Background: an optimization exercise with open tools, aiming at small area. Do not read the settings as production practice.
Function was checked by simulation only, so behaviour that the tests miss may differ from the original. The clock port is modelled as an ideal driver; clocking choices that lean on that would not hold on a real chip.

==> inputs of run a <==
==> flow/design.v <==
module amc_crc16 (
    input  wire [15:0] c,
    input  wire        d,
    output wire [15:0] n
);
    assign n = {c[14:0], 1'b0} ^ ((c[15] ^ d) ? 16'h1021 : 16'h0000);
endmodule
module amc131m0x_spi (
    input  wire        clk,
    input  wire        rst_n,         
    input  wire        cs_n,
    input  wire        sclk,
    input  wire        mosi,
    output wire        miso,
    input  wire        rst_line_n,    
    output reg         timer_arm,     
    input  wire        timer_done,    
    input  wire [23:0] ch0_code,
    input  wire [23:0] ch1_code,
    input  wire [23:0] ch2_code
);
    reg         sclk_q, rstl_q;
    reg         sel;             
    reg         act;             
    reg  [6:0]  k;               
    reg  [15:0] cmd;             
    reg  [15:0] x;               
    reg  [15:0] rxcrc, txcrc;
    reg  [71:0] chr;             
    reg  [15:0] resp;
    reg         resp_set;
    reg         st6;             
    reg         ctrl0;           
    reg         timer_pending;
    reg  [991:0] ring;           
    reg  [5:0]   pos;            
    reg          wr_pend;
    reg          clr_req, clearing;
    wire rise     = sclk & ~sclk_q;
    wire go       = rise & sel & act;
    wire last     = go & (k == 7'd119);
    wire bank_rst = ~rst_line_n & rstl_q;
    wire bank_clr = ~rst_n | bank_rst;
    wire [6:0]  addr     = cmd[12:6];
    wire        is_null  = (cmd == 16'h0000);
    wire        is_read  = (cmd[15:13] == 3'b101);
    wire        is_write = (cmd[15:13] == 3'b011);
    wire        crc_ok   = (rxcrc == 16'h0000);
    wire        accept   = last & crc_ok;
    wire        cs_fall  = ~sel & ~cs_n;
    wire        build    = cs_fall | accept;
    wire        wr_ok    = accept & is_write & (addr[5:1] != 5'd0) & ~addr[6];
    wire        wr_ctrl  = accept & is_write & (addr == 7'h31);
    wire        arm_now  = wr_ctrl & ~ctrl0 & x[0] & ~timer_pending;
    wire [15:0] reg1 = {9'b0, st6, 6'b0};
    reg  [15:0] rd_val, r;
    always @* begin
        if (addr[6])
            rd_val = 16'h0000;
        else if (addr[5:0] == 6'd0)
            rd_val = 16'h0003;
        else if (addr[5:0] == 6'd1)
            rd_val = reg1;
        else
            rd_val = x;
        if (is_null)
            r = reg1;
        else if (is_read)
            r = rd_val;
        else if (is_write)
            r = {3'b001, cmd[12:0]};
        else
            r = 16'h0000;
    end
    wire [15:0] hdr   = resp_set ? resp : reg1;
    wire [95:0] body  = {hdr, 8'h00, chr};
    wire        txbit = (k < 7'd96) ? body[7'd95 - k] : txcrc[15];
    assign miso = act & txbit;
    wire [15:0] rxcrc_n, txcrc_n;
    amc_crc16 u_rx_crc (.c(rxcrc), .d(mosi),  .n(rxcrc_n));
    amc_crc16 u_tx_crc (.c(txcrc), .d(txbit), .n(txcrc_n));
    wire [15:0] tap  = ring[991:976];
    wire        wnow = wr_pend & (pos == resp[11:6]);
    wire        pf   = cmd[15] & (k >= 7'd40) & (pos == cmd[11:6]);
    wire [15:0] tin  = clearing ? 16'h0000 : (wnow ? x : tap);
    always @(posedge clk) begin
        ring <= {ring[975:0], tin};
        pos  <= (pos == 6'd63) ? 6'd2 : pos + 6'd1;
        if (bank_clr)
            clr_req <= 1'b1;
        else if (pos == 6'd63)
            clr_req <= 1'b0;
        if (pos == 6'd63)
            clearing <= clr_req;
        if (bank_clr)
            wr_pend <= 1'b0;
        else if (wr_ok)
            wr_pend <= 1'b1;
        else if (wnow)
            wr_pend <= 1'b0;
    end
    always @(posedge clk) begin
        sclk_q    <= sclk;
        rstl_q    <= rst_line_n;
        sel       <= ~cs_n;
        timer_arm <= arm_now;
        act <= build | (act & ~last);
        if (build)
            k <= 7'd0;
        else if (go)
            k <= k + 7'd1;
        if (go && k < 7'd16)
            cmd <= {cmd[14:0], mosi};
        if (go && k >= 7'd24 && k < 7'd40)
            x <= {x[14:0], mosi};
        else if (pf)
            x <= tap;
        if (build)
            rxcrc <= 16'hFFFF;
        else if (go && k < 7'd112)
            rxcrc <= rxcrc_n;
        if (build)
            txcrc <= 16'hFFFF;
        else if (go)
            txcrc <= txcrc_n;
        if (build)
            chr <= {ch0_code, ch1_code, ch2_code};
        if (accept)
            resp <= r;
        if (!rst_n)
            resp_set <= 1'b0;
        else if (accept)
            resp_set <= 1'b1;
        if (bank_clr)
            st6 <= 1'b1;
        else if (timer_done && timer_pending)
            st6 <= 1'b0;
        if (bank_clr)
            ctrl0 <= 1'b0;
        else if (wr_ctrl)
            ctrl0 <= x[0];
        if (!rst_n)
            timer_pending <= 1'b0;
        else if (arm_now)
            timer_pending <= 1'b1;
        else if (timer_done)
            timer_pending <= 1'b0;
    end
endmodule
==> flow/run.sh <==
#!/bin/bash
# synth_recipe.tcl (not shown) runs the flow's synth.tcl, then flattens the netlist and writes it again
# the make line also repeats each setting of config.mk as NAME=value (left out here)
make -C /OpenROAD-flow-scripts/flow DESIGN_CONFIG=/design/flow/config.mk WORK_HOME=/design/flow/orfs CLKGATE_MAP_FILE= SYNTH_SCRIPT=/design/flow/synth_recipe.tcl finish
==> flow/config.mk <==
export PLATFORM = sky130hd
export DESIGN_NAME = amc131m0x_spi
export DESIGN_NICKNAME = amc131m0x_spi
export VERILOG_FILES = /design/flow/design.v
export SDC_FILE = /design/flow/constraint.sdc
export NUM_CORES = 4
export LEC_CHECK = 0
export CAP_MARGIN = 20
export CORE_MARGIN = 2
export CORE_UTILIZATION = 40
export CTS_CLUSTER_DIAMETER = 50
export CTS_CLUSTER_SIZE = 30
export SLEW_MARGIN = 20
==> flow/constraint.sdc <==
create_clock -name core_clock -period 12.0 [get_ports {clk}]
set_input_delay 2.4000 -clock core_clock [delete_from_list [all_inputs] [get_ports {clk}]]
set_output_delay 2.4000 -clock core_clock [all_outputs]
set_load 0.01 [all_outputs]
==> run b: changes against run a <==
--- a/flow/design.v
+++ b/flow/design.v
@@ -21,7 +21,6 @@
 );
     reg         sclk_q, rstl_q;
     reg         sel;             
-    reg         act;             
     reg  [6:0]  k;               
     reg  [15:0] cmd;             
     reg  [15:0] x;               
@@ -36,6 +35,7 @@
     reg  [5:0]   pos;            
     reg          wr_pend;
     reg          clr_req, clearing;
+    wire act      = ~(k[6] & k[5] & k[4] & k[3]);    
     wire rise     = sclk & ~sclk_q;
     wire go       = rise & sel & act;
     wire last     = go & (k == 7'd119);
@@ -72,25 +72,29 @@
         else
             r = 16'h0000;
     end
-    wire [15:0] hdr   = resp_set ? resp : reg1;
-    wire [95:0] body  = {hdr, 8'h00, chr};
-    wire        txbit = (k < 7'd96) ? body[7'd95 - k] : txcrc[15];
-    assign miso = act & txbit;
+    wire [15:0]  hdr   = resp_set ? resp : reg1;
+    wire [127:0] fr    = {hdr, 8'h00, chr, {32{txcrc[15]}}};
+    wire [6:0]   kn    = ~k;
+    wire         txbit = fr[kn];
+    assign miso = txbit;
     wire [15:0] rxcrc_n, txcrc_n;
     amc_crc16 u_rx_crc (.c(rxcrc), .d(mosi),  .n(rxcrc_n));
     amc_crc16 u_tx_crc (.c(txcrc), .d(txbit), .n(txcrc_n));
-    wire [15:0] tap  = ring[991:976];
-    wire        wnow = wr_pend & (pos == resp[11:6]);
-    wire        pf   = cmd[15] & (k >= 7'd40) & (pos == cmd[11:6]);
-    wire [15:0] tin  = clearing ? 16'h0000 : (wnow ? x : tap);
+    wire [15:0] tap   = ring[991:976];
+    wire        wnow  = wr_pend & (pos == resp[11:6]);
+    wire        pf    = cmd[15] & (k >= 7'd40) & (pos == cmd[11:6]);
+    wire        s_x   = wnow & ~clearing;
+    wire        s_t   = ~wnow & ~clearing;
+    wire [15:0] tin   = ({16{s_x}} & x) | ({16{s_t}} & tap);
+    wire        pos_m = (pos[4:0] == 5'd0);
     always @(posedge clk) begin
         ring <= {ring[975:0], tin};
-        pos  <= (pos == 6'd63) ? 6'd2 : pos + 6'd1;
+        pos  <= pos_m ? 6'd2 : {pos[4:0], pos[5] ^ pos[4]};
         if (bank_clr)
             clr_req <= 1'b1;
-        else if (pos == 6'd63)
+        else if (pos_m)
             clr_req <= 1'b0;
-        if (pos == 6'd63)
+        if (pos_m)
             clearing <= clr_req;
         if (bank_clr)
             wr_pend <= 1'b0;
@@ -104,7 +108,6 @@
         rstl_q    <= rst_line_n;
         sel       <= ~cs_n;
         timer_arm <= arm_now;
-        act <= build | (act & ~last);
         if (build)
             k <= 7'd0;
         else if (go)
==> flow/flow/run.sh (new file) <==
#!/bin/bash
# Own layout flow: the standard flow (standard.sh, unchanged synthesis and steps)
# with two settings passed to ORFS through the environment:
#  - clock tree synthesis without dummy loads, with larger sink clusters;
#  - port buffers of the smallest buffer cell.
# make's output goes to make.log; ORFS writes each step's log under orfs/logs/.
set -euo pipefail
export CTS_ARGS="-sink_clustering_enable -repair_clock_nets -dont_use_dummy_load -sink_clustering_size 30 -sink_clustering_max_diameter 150"
export BUFFER_PORTS_ARGS="-buffer_cell sky130_fd_sc_hd__buf_1"
bash ./standard.sh > make.log 2>&1
==> flow/standard.sh (new file) <==
#!/bin/bash
# synth_recipe.tcl (not shown) runs the flow's synth.tcl, then flattens the netlist and writes it again
# the make line also repeats each setting of config.mk as NAME=value (left out here)
make -C /OpenROAD-flow-scripts/flow DESIGN_CONFIG=/design/flow/config.mk WORK_HOME=/design/flow/orfs CLKGATE_MAP_FILE= SYNTH_SCRIPT=/design/flow/synth_recipe.tcl "${@:-finish}"
CORE_UTILIZATION = 70   (was 40)
CTS_CLUSTER_DIAMETER = unset   (was 50)
CTS_CLUSTER_SIZE = unset   (was 30)
removed: flow/run.sh
==> results_dict.tcl <==
set metrics [dict create \
    num-multi-input-gates 338 \
    n_tap_cell 518 \
    non_clock_buffering_overhead_pct 1.26 \
    status "no timing/DRC/antenna violations" \
    compound_gate_fraction_of_synth_area_pct 1.40 \
    clk_transition_reported_paths_ns 0.12 \
    multi_input_gate_area_mm2 0.00242 \
    signal_buffers 89 \
    drt_pre_antenna_iters 6 \
    final.period_utilization_pct 44.9 \
    route.layer.met1.wl_um 18600 \
    rrSetupSlack_ns 8.65 \
    floorplan.die.width_um 201 \
]
# the run above: run b

==> results_dict.tcl <==
set metrics [dict create \
    status "no timing/DRC/antenna violations" \
    sequential_cell_area_mm2 0.0246 \
    clock_area_share_pct 7.72 \
    signal_buffers 91 \
    layout-area-overhead-vs-synth_pct 15.7 \
    n_tap_cell 873 \
    rrSetupSlack_ns 8.45 \
    grt_antenna_before_repair 0 \
    drt_pre_antenna_iters 4 \
    floorplan.die.width_um 265 \
    final.period_utilization_pct 49.6 \
    clockRootBuffer "clkbuf_16" \
    core_area_mm2 0.0674 \
    compound_gate_fraction_of_synth_area_pct 1.24 \
    clk_transition_reported_paths_ns 0.10 \
    multi_input_gate_area_mm2 0.00257 \
    non_clock_buffering_overhead_pct 2.79 \
    route.layer.met1.wl_um 18200 \
    min_path_cells 0 \
]
# the run above: run a

[port drivers added, routing unchanged]
In the flow no input, the clock included, has a driving cell. The finished layouts below were timed again as built, in two steps.
Step 1 sets driving cells, clkbuf_16 on the clock port and buf_2 on the other inputs (assumed; they add their load-dependent delay and slew).
Step 2, shift: input delay + t, output delay - t, t = (earliest + latest rising clock arrival at the registers) / 2. This alone moves slack from input paths to output paths.
Three values: no drivers, after step 1, after step 2; two values: the first two.
run | t, ns | slack for setup (ns) | worst setup path at the end | worst register clock-pin slew, ns
run a | 0.663 | 6.048 / 5.994 / 6.097 | input to register | 0.10 / 0.10
run b | 0.643 | 6.613 / 6.556 / 6.568 | input to register | 0.12 / 0.12
After both steps every run listed still meets setup and hold. The setup slack of run b, which loses most, moves by -0.057 ns with the drivers and by -0.045 ns with both steps.
